This is an optimization exercise on Yosys and OpenROAD, whose aim is small area, a short achievable clock period and few clock cycles, not a production implementation. The RTL was checked by simulation tests, not by an equivalence proof against the original design. Power and IR drop assume default switching activity.

Design shtp_rx, start of the top module:
module shtp_rx (
    input  wire        clk,
    input  wire        rst,
    input  wire        in_valid,
    input  wire [7:0]  in_data,
    output wire        in_ready,
    output wire        pkt_done,
    input  wire [7:0]  rd_id,
    output reg         rd_valid,
    output reg  [1:0]  rd_acc,
    output reg  [63:0] rd_w,
    output reg  [98:0] rd_conf,
    output wire [5:0]  stat,
    output reg         flag_id,
    output reg  [7:0]  pid_major,
    output reg  [7:0]  pid_minor,
    output reg  [31:0] pid_part,
    output reg  [31:0] pid_build,
    output reg  [15:0] pid_patch,
    output reg         cmdresp_valid,
    output reg  [7:0]  cmdresp_cmd,
    output reg  [7:0]  cmdresp_status,
    output reg         cal_started,
    output reg         dcd_saved
);
clock: 8.0 ns
lec_check: 0
cap_margin: 20
core_margin: 2
core_utilization: 65
cts_buf_list: sky130_fd_sc_hd__clkbuf_8
cts_cluster_diameter: 45
cts_cluster_size: 20
place_density: 0.72
setup_slack_margin: 3.8
slew_margin: 20
tns_end_percent: 0
standard.sh (not shown) runs the stock make flow with config.mk's settings and CLKGATE_MAP_FILE= SYNTH_SCRIPT=/design/flow/synth_recipe.tcl, a recipe that flattens the netlist after the stock synthesis.
==> flow/flow/run.sh <==
#!/bin/bash
# Standard layout (the standard flow's own synthesis and ORFS steps), with the resizer free
# to change a cell's footprint and the port buffers made from buf_4 cells.
set -euo pipefail
bash standard.sh MATCH_CELL_FOOTPRINT=0 "BUFFER_PORTS_ARGS=-buffer_cell sky130_fd_sc_hd__buf_4" finish > orfs_make.log 2>&1
Testbench counts at the start, summed over its fixed seeds: cycles 54,952.
Change:
==> flow/run.sh (new file) <==
#!/bin/bash
# synth_recipe.tcl (not shown) runs the flow's synth.tcl, then flattens the netlist and writes it again
# the make line also repeats each setting of config.mk as NAME=value (left out here)
make -C /OpenROAD-flow-scripts/flow DESIGN_CONFIG=/design/flow/config.mk WORK_HOME=/design/flow/orfs CLKGATE_MAP_FILE= SYNTH_SCRIPT=/design/flow/synth_recipe.tcl finish
Settings changed: CORE_UTILIZATION 65 to 55, CTS_BUF_LIST sky130_fd_sc_hd__clkbuf_8 to unset, CTS_CLUSTER_DIAMETER 45 to unset, CTS_CLUSTER_SIZE 20 to unset, PLACE_DENSITY 0.72 to 0.65, SETUP_SLACK_MARGIN 3.8 to 3.6.
removed: flow/flow/run.sh
removed: flow/standard.sh
=> Clock power grows by a quarter to a third; via count goes down slightly; setup slack got worse by 0.0083 ns; power goes up by roughly a tenth.
Change:
Settings changed: CORE_UTILIZATION 55 to 62, CTS_BUF_LIST set to sky130_fd_sc_hd__clkbuf_8, CTS_CLUSTER_DIAMETER set to 50, CTS_CLUSTER_SIZE set to 24, PLACE_DENSITY 0.65 to 0.7.
Effect: The new run produced a clean layout. Total power goes down by roughly a tenth. Maximum frequency drops slightly. First-iteration DRC count rose by about a fifth. Wire length decreases slightly. Final area shrinks by a few percent. Final cell count decreases by a few percent. Die area goes down by roughly a tenth. Combinational power went down by a few percent. Critical path depth falls by 1.
Change:
==> flow/flow/run.sh (new file) <==
#!/bin/bash
# Standard layout (the standard flow's own synthesis and ORFS steps), with the resizer free
# to change a cell's footprint and the port buffers made from buf_4 cells.
set -euo pipefail
bash standard.sh MATCH_CELL_FOOTPRINT=0 "BUFFER_PORTS_ARGS=-buffer_cell sky130_fd_sc_hd__buf_4" finish > orfs_make.log 2>&1
==> flow/standard.sh (new file) <==
#!/bin/bash
# synth_recipe.tcl (not shown) runs the flow's synth.tcl, then flattens the netlist and writes it again
# the make line also repeats each setting of config.mk as NAME=value (left out here)
make -C /OpenROAD-flow-scripts/flow DESIGN_CONFIG=/design/flow/config.mk WORK_HOME=/design/flow/orfs CLKGATE_MAP_FILE= SYNTH_SCRIPT=/design/flow/synth_recipe.tcl "${@:-finish}"
Settings changed: CTS_CLUSTER_DIAMETER 50 to 45, CTS_CLUSTER_SIZE 24 to 20.
removed: flow/run.sh
What happened:
- setup slack improved by 0.19 ns
- sequential cell count is unchanged
- global-route usage goes up by 0.50 points
- sequential power stays flat
- power goes up by 2.0%
- synthesized area stays the same
- clock power goes up by 5.9%
- critical path depth goes down by 1
- maximum frequency goes up by about 3.7%
- non-clock buffer count goes down by 26
- worst hold slack got worse by 0.0068 ns

-- static timing again, ports no longer ideal --
Ports are ideal in the flow. The routed layouts listed here were re-timed in OpenROAD.
Step 1, drivers: a clkbuf_16 drives clk and a buf_2 each remaining input, both assumed.
Step 2 also shifts input and output timing later by t, the mid clock arrival at the registers, as if the neighbouring blocks saw the same clock.
a / b / c = ideal ports / drivers / drivers and shift; a / b = the first two.
run	t, ns	setup WS [ns]	cell pins on the clock port's net
the first run	0.907	2.657 / 2.604 / 2.293	1
the second run	0.817	2.649 / 2.522 / 2.286	1
the third run	0.903	2.604 / 2.568 / 2.065	1
the fourth run	0.937	2.795 / 2.680 / 2.345	1
After both steps setup and hold are still met in every run listed. For the third run, which loses most, drivers alone change the setup slack by -0.036 ns; drivers and shift together by -0.539 ns.
